This design comes from an exercise in tuning for small area, a short achievable clock period and few clock cycles per item on the open sky130 flow, not from production work.
Function was checked by simulation only, so behaviour that the tests miss may differ from the original.
No activity file was given, so power comes from the tool's default toggle rates.

==> v37 <==
==> flow/design.v (excerpt) <==
module lasp_filter_bank (
    input  wire        clk,
    input  wire        rst,
    input  wire        cfg_we,
    input  wire [3:0]  cfg_addr,
    input  wire [31:0] cfg_data,
    output wire        cfg_ready,
    input  wire        in_valid,
    output wire        in_ready,
    input  wire [31:0] in_sample,
    output wire        out_valid,
    input  wire        out_ready,
    output wire [31:0] out_low,
    output wire [31:0] out_mid,
    output wire [31:0] out_high
);
export LEC_CHECK = 0
export CAP_MARGIN = 20
export CORE_MARGIN = 2
export CORE_UTILIZATION = 40
export SLEW_MARGIN = 20
create_clock -name core_clock -period 20.0 [get_ports {clk}]
standard.sh (not shown) runs the stock make flow with config.mk's settings and CLKGATE_MAP_FILE= SYNTH_SCRIPT=/design/flow/synth_recipe.tcl, a recipe that flattens the netlist after the stock synthesis.
==> flow/flow/run.sh <==
#!/bin/bash
# Layout flow: the standard synthesis and ORFS layout, with the timing
# repair steps asked to keep a setup margin, so that they size and buffer
# the paths for a shorter achieved period. The clock, the constraints and
# every step of the flow are the standard ones.
set -euo pipefail
MARGIN=${MARGIN:-14}
bash standard.sh synth > synth.log 2>&1
bash standard.sh SETUP_SLACK_MARGIN=$MARGIN finish > layout.log 2>&1
==> v8: changes against v37 <==
--- a/flow/design.v
+++ b/flow/design.v
@@ -31,42 +31,40 @@
         r_ov1 <= e46 > 12'sd276;
         r_ov2 <= e46 > 12'sd275;
         r_sg  <= sa ^ sb;
         r_nan <= nan1;
         r_inf <= inf1;
         r_zer <= zer1;
     end
-    wire [47:0] ps = r_s + r_c;
-    wire [48:0] p  = {1'b0, ps};
+    wire [48:0] p = {1'b0, r_s + r_c};
     wire        is23 = (r_d == 6'd23);
     wire        up = is23 & p[47];           
-    wire        stl = |p[21:0];              
-    reg  [48:23] lowm;                       
+    reg  [48:0] lowm;                        
     reg         g, st, lsb;
     integer i;
     always @* begin
-        for (i = 23; i < 49; i = i + 1)
+        for (i = 0; i < 49; i = i + 1)
             lowm[i] = (i < r_d);
         lowm[23] = lowm[23] | up;
-        g = 1'b0; st = stl; lsb = 1'b0;
-        for (i = 22; i < 49; i = i + 1) begin
+        g = 1'b0; st = 1'b0; lsb = 1'b0;
+        for (i = 0; i < 49; i = i + 1) begin
             if (i + 1 == r_d) g = p[i];
             if (i + 1 < r_d)  st = st | p[i];
             if (i == r_d)     lsb = p[i];
         end
         if (up) begin
             g   = p[23];
-            st  = stl | p[22];
+            st  = |p[22:0];
             lsb = p[24];
         end
     end
     wire        inc  = g & (st | lsb);
-    wire [48:23] kept = p[48:23] & ~lowm;
-    wire [48:23] pinc = ((p[48:23] | lowm) + 26'd1) & ~lowm;
-    wire [48:23] pr   = inc ? pinc : kept;
+    wire [48:0] kept = p & ~lowm;
+    wire [48:0] pinc = ((p | lowm) + 49'd1) & ~lowm;
+    wire [48:0] pr   = inc ? pinc : kept;
     wire        l48 = pr[48], l47 = pr[47], l46 = pr[46];
     wire [22:0] fr  = l48 ? pr[47:25] : l47 ? pr[46:24] : pr[45:23];
     wire [9:0]  er  = r_e + (l48 ? 10'd2 : l47 ? 10'd1 : 10'd0);
     wire        ovf = l48 ? r_ov2 : l47 ? r_ov1 : r_ov0;
     wire        zr  = ~(l48 | l47 | l46);
     always @(posedge clk) begin
         if (r_nan)
@@ -3363,50 +3361,42 @@
     wire [32:0] bb = {b[32] ^ sub, b[31:0]};
     wire xa = (a[31:23] == 9'h1FF), xb = (bb[31:23] == 9'h1FF);
     wire a_nan = xa & a[22],  b_nan = xb & bb[22];
     wire a_inf = xa & ~a[22], b_inf = xb & ~bb[22];
     wire nan1 = a_nan | b_nan | (a_inf & b_inf & (a[32] ^ bb[32]));
     wire inf1 = a_inf | b_inf;
     wire isg1 = a_inf ? a[32] : bb[32];
-    wire [8:0]  ea = a[31:23], eb = bb[31:23];
-    wire [9:0]  dab = {1'b0, ea} - {1'b0, eb};
-    wire [8:0]  dba = eb - ea;
-    wire        swap = dab[9];
+    wire        swap = bb[31:0] > a[31:0];
     wire [32:0] p = swap ? bb : a;
     wire [32:0] q = swap ? a : bb;
-    wire [8:0]  ep = swap ? eb : ea;
-    wire [8:0]  d  = swap ? dba : dab[8:0];
+    wire [8:0]  ep = p[31:23], eq = q[31:23];
+    wire [8:0]  d  = ep - eq;
     wire [26:0] p_al = {ep != 9'd0, p[22:0], 3'b000};
-    wire [26:0] q_al = {q[31:23] != 9'd0, q[22:0], 3'b000};
+    wire [26:0] q_al = {eq != 9'd0, q[22:0], 3'b000};
     reg  [26:0] q_sh;
     reg         stk;
     always @* begin
         if (d > 9'd26) begin
             q_sh = 27'd0;
             stk  = |q_al;
         end else begin
             q_sh = q_al >> d[4:0];
             stk  = |(q_al & ~({27{1'b1}} << d[4:0]));
         end
     end
     wire        esub = p[32] ^ q[32];
     wire [27:0] qx = {1'b0, q_sh[26:1], q_sh[0] | stk};
-    wire [27:0] qm = esub ? ~qx : qx;
-    wire [27:0] sm = {1'b0, p_al} + qm + {27'd0, esub};
-    wire [26:0] alt = {1'b0, bb[22:0], 3'b000} - {1'b0, a[22:0], 3'b000};
-    wire        neg = esub & sm[27];
-    wire [27:0] s1 = neg ? {1'b0, alt} : sm;
-    wire        sg1 = neg ? q[32] : p[32];
+    wire [27:0] s1 = esub ? ({1'b0, p_al} - qx) : ({1'b0, p_al} + qx);
     reg [27:0] r_s;
     reg [8:0]  r_e;
     reg        r_sg, r_esub, r_nan, r_inf, r_isg;
     always @(posedge clk) begin
         r_s    <= s1;
         r_e    <= ep;
-        r_sg   <= sg1;
+        r_sg   <= p[32];
         r_esub <= esub;
         r_nan  <= nan1;
         r_inf  <= inf1;
         r_isg  <= isg1;
     end
     reg [26:0] sn;
     reg [4:0]  lz;
@@ -3495,15 +3485,14 @@
             else
                 to_b32 = {v[32], 8'd0, m[22:0]};
         end
     endfunction
     reg [2:0]  slot;         
     reg [1:0]  m3;           
     reg [2:0]  ini;          
-    reg        zf;           
     reg        raw_full;
     reg [31:0] raw;
     reg        xv;           
     reg [32:0] x;
     reg        lv;           
     reg [32:0] lag0, lag1, lag2;
     reg        run1_q, run2_q;
@@ -3554,16 +3543,16 @@
     wire [32:0] xs = (slot == 3'd3) ? lag0 : (slot == 3'd4) ? lag1 :
                      (slot == 3'd5) ? lag2 : x;
     fp32_mul u_m0 (.clk(clk), .a(xs), .b(cr0[0]), .y(p0));
     fp32_mul u_m1 (.clk(clk), .a(xs), .b(cr0[1]), .y(p1));
     fp32_mul u_m2 (.clk(clk), .a(xs), .b(cr0[2]), .y(p2));
     wire [32:0] p0f = prd[2] ? p0 : NEG0;
     wire [32:0] p1f = prd[2] ? p1 : NEG0;
-    wire [32:0] z1f = zf ? POS0 : z1;
-    wire [32:0] z2f = zf ? POS0 : z2;
+    wire [32:0] z1f = (ini != 3'd0) ? POS0 : z1;
+    wire [32:0] z2f = (ini != 3'd0) ? POS0 : z2;
     fp32_add u_a0 (.clk(clk), .a(p0f), .b(z1f), .sub(1'b0), .y(yv));
     fp32_add u_a1 (.clk(clk), .a(p1f), .b(z2f), .sub(1'b0), .y(tv));
     wire [32:0] b1f = prd[4] ? cr0[3] : ONE;
     wire [32:0] b2f = prd[4] ? cr0[4] : ONE;
     wire [32:0] y2f = prd[4] ? yv : tv;
     fp32_mul u_m3 (.clk(clk), .a(b1f), .b(yv),  .y(q1));
     fp32_mul u_m4 (.clk(clk), .a(b2f), .b(y2f), .y(q2));
@@ -3596,15 +3585,14 @@
         n_pend     = pend + {1'b0, (slot == 3'd0) && run2_n} - {1'b0, o_take};
     end
     always @(posedge clk) begin
         if (rst) begin
             slot      <= 3'd0;
             m3        <= 2'd0;
             ini       <= 3'd6;
-            zf        <= 1'b1;
             raw_full  <= 1'b0;
             xv        <= 1'b0;
             lv        <= 1'b0;
             run1_q    <= 1'b0;
             run2_q    <= 1'b0;
             prd       <= 6'd0;
             pend      <= 2'd0;
@@ -3614,15 +3602,14 @@
             in_rdy_r  <= 1'b0;
             stg_full  <= 1'b0;
             ov        <= 1'b0;
         end else begin
             slot <= (slot == 3'd5) ? 3'd0 : slot + 3'd1;
             m3   <= (m3 == 2'd2) ? 2'd0 : m3 + 2'd1;
             if (ini != 3'd0) ini <= ini - 3'd1;
-            zf <= (ini > 3'd1);
             if (slot == 3'd0) begin
                 run1_q <= run1_n;
                 run2_q <= run2_n;
             end
             prd <= {prd[5:1], pr0};
             raw_full <= n_raw_full;
             xv       <= n_xv;
==> v27: changes against v37 <==
--- a/flow/design.v
+++ b/flow/design.v
@@ -31,42 +31,40 @@
         r_ov1 <= e46 > 12'sd276;
         r_ov2 <= e46 > 12'sd275;
         r_sg  <= sa ^ sb;
         r_nan <= nan1;
         r_inf <= inf1;
         r_zer <= zer1;
     end
-    wire [47:0] ps = r_s + r_c;
-    wire [48:0] p  = {1'b0, ps};
+    wire [48:0] p = {1'b0, r_s + r_c};
     wire        is23 = (r_d == 6'd23);
     wire        up = is23 & p[47];           
-    wire        stl = |p[21:0];              
-    reg  [48:23] lowm;                       
+    reg  [48:0] lowm;                        
     reg         g, st, lsb;
     integer i;
     always @* begin
-        for (i = 23; i < 49; i = i + 1)
+        for (i = 0; i < 49; i = i + 1)
             lowm[i] = (i < r_d);
         lowm[23] = lowm[23] | up;
-        g = 1'b0; st = stl; lsb = 1'b0;
-        for (i = 22; i < 49; i = i + 1) begin
+        g = 1'b0; st = 1'b0; lsb = 1'b0;
+        for (i = 0; i < 49; i = i + 1) begin
             if (i + 1 == r_d) g = p[i];
             if (i + 1 < r_d)  st = st | p[i];
             if (i == r_d)     lsb = p[i];
         end
         if (up) begin
             g   = p[23];
-            st  = stl | p[22];
+            st  = |p[22:0];
             lsb = p[24];
         end
     end
     wire        inc  = g & (st | lsb);
-    wire [48:23] kept = p[48:23] & ~lowm;
-    wire [48:23] pinc = ((p[48:23] | lowm) + 26'd1) & ~lowm;
-    wire [48:23] pr   = inc ? pinc : kept;
+    wire [48:0] kept = p & ~lowm;
+    wire [48:0] pinc = ((p | lowm) + 49'd1) & ~lowm;
+    wire [48:0] pr   = inc ? pinc : kept;
     wire        l48 = pr[48], l47 = pr[47], l46 = pr[46];
     wire [22:0] fr  = l48 ? pr[47:25] : l47 ? pr[46:24] : pr[45:23];
     wire [9:0]  er  = r_e + (l48 ? 10'd2 : l47 ? 10'd1 : 10'd0);
     wire        ovf = l48 ? r_ov2 : l47 ? r_ov1 : r_ov0;
     wire        zr  = ~(l48 | l47 | l46);
     always @(posedge clk) begin
         if (r_nan)
@@ -3363,50 +3361,42 @@
     wire [32:0] bb = {b[32] ^ sub, b[31:0]};
     wire xa = (a[31:23] == 9'h1FF), xb = (bb[31:23] == 9'h1FF);
     wire a_nan = xa & a[22],  b_nan = xb & bb[22];
     wire a_inf = xa & ~a[22], b_inf = xb & ~bb[22];
     wire nan1 = a_nan | b_nan | (a_inf & b_inf & (a[32] ^ bb[32]));
     wire inf1 = a_inf | b_inf;
     wire isg1 = a_inf ? a[32] : bb[32];
-    wire [8:0]  ea = a[31:23], eb = bb[31:23];
-    wire [9:0]  dab = {1'b0, ea} - {1'b0, eb};
-    wire [8:0]  dba = eb - ea;
-    wire        swap = dab[9];
+    wire        swap = bb[31:0] > a[31:0];
     wire [32:0] p = swap ? bb : a;
     wire [32:0] q = swap ? a : bb;
-    wire [8:0]  ep = swap ? eb : ea;
-    wire [8:0]  d  = swap ? dba : dab[8:0];
+    wire [8:0]  ep = p[31:23], eq = q[31:23];
+    wire [8:0]  d  = ep - eq;
     wire [26:0] p_al = {ep != 9'd0, p[22:0], 3'b000};
-    wire [26:0] q_al = {q[31:23] != 9'd0, q[22:0], 3'b000};
+    wire [26:0] q_al = {eq != 9'd0, q[22:0], 3'b000};
     reg  [26:0] q_sh;
     reg         stk;
     always @* begin
         if (d > 9'd26) begin
             q_sh = 27'd0;
             stk  = |q_al;
         end else begin
             q_sh = q_al >> d[4:0];
             stk  = |(q_al & ~({27{1'b1}} << d[4:0]));
         end
     end
     wire        esub = p[32] ^ q[32];
     wire [27:0] qx = {1'b0, q_sh[26:1], q_sh[0] | stk};
-    wire [27:0] qm = esub ? ~qx : qx;
-    wire [27:0] sm = {1'b0, p_al} + qm + {27'd0, esub};
-    wire [26:0] alt = {1'b0, bb[22:0], 3'b000} - {1'b0, a[22:0], 3'b000};
-    wire        neg = esub & sm[27];
-    wire [27:0] s1 = neg ? {1'b0, alt} : sm;
-    wire        sg1 = neg ? q[32] : p[32];
+    wire [27:0] s1 = esub ? ({1'b0, p_al} - qx) : ({1'b0, p_al} + qx);
     reg [27:0] r_s;
     reg [8:0]  r_e;
     reg        r_sg, r_esub, r_nan, r_inf, r_isg;
     always @(posedge clk) begin
         r_s    <= s1;
         r_e    <= ep;
-        r_sg   <= sg1;
+        r_sg   <= p[32];
         r_esub <= esub;
         r_nan  <= nan1;
         r_inf  <= inf1;
         r_isg  <= isg1;
     end
     reg [26:0] sn;
     reg [4:0]  lz;
@@ -3495,15 +3485,14 @@
             else
                 to_b32 = {v[32], 8'd0, m[22:0]};
         end
     endfunction
     reg [2:0]  slot;         
     reg [1:0]  m3;           
     reg [2:0]  ini;          
-    reg        zf;           
     reg        raw_full;
     reg [31:0] raw;
     reg        xv;           
     reg [32:0] x;
     reg        lv;           
     reg [32:0] lag0, lag1, lag2;
     reg        run1_q, run2_q;
@@ -3554,16 +3543,16 @@
     wire [32:0] xs = (slot == 3'd3) ? lag0 : (slot == 3'd4) ? lag1 :
                      (slot == 3'd5) ? lag2 : x;
     fp32_mul u_m0 (.clk(clk), .a(xs), .b(cr0[0]), .y(p0));
     fp32_mul u_m1 (.clk(clk), .a(xs), .b(cr0[1]), .y(p1));
     fp32_mul u_m2 (.clk(clk), .a(xs), .b(cr0[2]), .y(p2));
     wire [32:0] p0f = prd[2] ? p0 : NEG0;
     wire [32:0] p1f = prd[2] ? p1 : NEG0;
-    wire [32:0] z1f = zf ? POS0 : z1;
-    wire [32:0] z2f = zf ? POS0 : z2;
+    wire [32:0] z1f = (ini != 3'd0) ? POS0 : z1;
+    wire [32:0] z2f = (ini != 3'd0) ? POS0 : z2;
     fp32_add u_a0 (.clk(clk), .a(p0f), .b(z1f), .sub(1'b0), .y(yv));
     fp32_add u_a1 (.clk(clk), .a(p1f), .b(z2f), .sub(1'b0), .y(tv));
     wire [32:0] b1f = prd[4] ? cr0[3] : ONE;
     wire [32:0] b2f = prd[4] ? cr0[4] : ONE;
     wire [32:0] y2f = prd[4] ? yv : tv;
     fp32_mul u_m3 (.clk(clk), .a(b1f), .b(yv),  .y(q1));
     fp32_mul u_m4 (.clk(clk), .a(b2f), .b(y2f), .y(q2));
@@ -3596,15 +3585,14 @@
         n_pend     = pend + {1'b0, (slot == 3'd0) && run2_n} - {1'b0, o_take};
     end
     always @(posedge clk) begin
         if (rst) begin
             slot      <= 3'd0;
             m3        <= 2'd0;
             ini       <= 3'd6;
-            zf        <= 1'b1;
             raw_full  <= 1'b0;
             xv        <= 1'b0;
             lv        <= 1'b0;
             run1_q    <= 1'b0;
             run2_q    <= 1'b0;
             prd       <= 6'd0;
             pend      <= 2'd0;
@@ -3614,15 +3602,14 @@
             in_rdy_r  <= 1'b0;
             stg_full  <= 1'b0;
             ov        <= 1'b0;
         end else begin
             slot <= (slot == 3'd5) ? 3'd0 : slot + 3'd1;
             m3   <= (m3 == 2'd2) ? 2'd0 : m3 + 2'd1;
             if (ini != 3'd0) ini <= ini - 3'd1;
-            zf <= (ini > 3'd1);
             if (slot == 3'd0) begin
                 run1_q <= run1_n;
                 run2_q <= run2_n;
             end
             prd <= {prd[5:1], pr0};
             raw_full <= n_raw_full;
             xv       <= n_xv;
==> flow/run.sh (new file) <==
#!/bin/bash
# synth_recipe.tcl (not shown) runs the flow's synth.tcl, then flattens the netlist and writes it again
# the make line also repeats each setting of config.mk as NAME=value (left out here)
make -C /OpenROAD-flow-scripts/flow DESIGN_CONFIG=/design/flow/config.mk WORK_HOME=/design/flow/orfs CLKGATE_MAP_FILE= SYNTH_SCRIPT=/design/flow/synth_recipe.tcl finish
removed: flow/flow/run.sh
removed: flow/standard.sh
==> qor summary <==
metric                                                                                   v8                      v27                      v37
Result of the run                                                   complete, no violations  complete, no violations  complete, no violations
Fraction of the core area covered by cells at the end of the flow                     48.1%                    43.6%                    48.0%
Startpoint of the lowest-slack register-to-register path                ini[0]$_SDFFE_PP0P_      ini[0]$_SDFFE_PP0P_            zf$_SDFF_PP1_
All-Layer GR Usage                                                                    30.2%                    28.7%                    28.5%
Setup slack after layout                                                           11.58 ns                  9.13 ns                 13.07 ns
Post-layout instance area                                                       251,000 um2              228,000 um2              246,000 um2
Sink Count                                                                            2,151                    2,151                    2,152
Height of the die                                                                    728 um                   728 um                   720 um
Count of multi-input gates                                                           17,600                   17,500                   16,800
Power spent charging and discharging nets                                           12.1 mW                  10.6 mW                  11.3 mW
Hold slack final                                                                   0.258 ns                 0.204 ns                 0.238 ns
Unique cell type count in the Yosys netlist                                             122                      122                      142
Simple-gate portion of the synthesized area                                           19.8%                    19.8%                    19.2%
Clock buffer count                                                                      299                      296                      302
Power in combinational cells                                                        14.9 mW                  11.3 mW                  14.7 mW
Number of ordinary and repair buffers in the finished layout                          1,671                      625                    1,689
Critical path depth in cells                                                             46                       46                       33
Final worst path period need                                                        8.42 ns                 10.87 ns                  6.93 ns
Cts repair resizes                                                                    1,833                        0                    1,585
Wire length on met2                                                                  354 mm                   334 mm                   341 mm
Portion of synthesized cell area occupied by the leading cell type                    23.3%                    23.3%                    23.9%
Relative contribution of the clock network to total power                             18.5%                    21.4%                    19.2%
Number of global-route vias before repair                                           186,000                  177,000                  178,000
Power drawn by the sequential cells                                                 6.12 mW                  6.12 mW                  5.73 mW
Testbench counts of v37, summed over its fixed seeds: cycles 4,944, items 800.
Testbench counts of v8, summed over its fixed seeds: cycles 4,944, items 800.
Testbench counts of v27, summed over its fixed seeds: cycles 4,944, items 800.

separate check: timing with driven ports:
The results above use ideal ports. As a check the final layouts listed here were re-extracted and re-timed, cells and wires unchanged. Step 1 (the two cells are an assumption about what drives the block):
set clk [get_ports {clk}]
set_driving_cell -lib_cell sky130_fd_sc_hd__clkbuf_16 $clk
set_driving_cell -lib_cell sky130_fd_sc_hd__buf_2 [delete_from_list [all_inputs] $clk]
Step 2, shift: input delay + t, output delay - t, t = (earliest + latest rising clock arrival at the registers) / 2. This alone moves slack from input paths to output paths. a / b / c = no drivers / after step 1 / after step 2; a / b = the first two.
| run | t (ns) | setup WS [ns] | hold slack, ns | worst register clock-pin slew, ns | pins driven straight from the clock port |
|---|---|---|---|---|---|
| v37 | 1.085 | 13.069 / 13.069 / 13.069 | 0.238 / 0.238 / 0.238 | 0.08 / 0.08 | 1 |
| v8 | 1.105 | 11.579 / 11.579 / 11.579 | 0.258 / 0.258 / 0.258 | 0.08 / 0.08 | 1 |
| v27 | 1.098 | 9.133 / 9.133 / 9.133 | 0.204 / 0.204 / 0.204 | 0.08 / 0.08 | 1 |
After both steps every run listed still meets setup and hold.
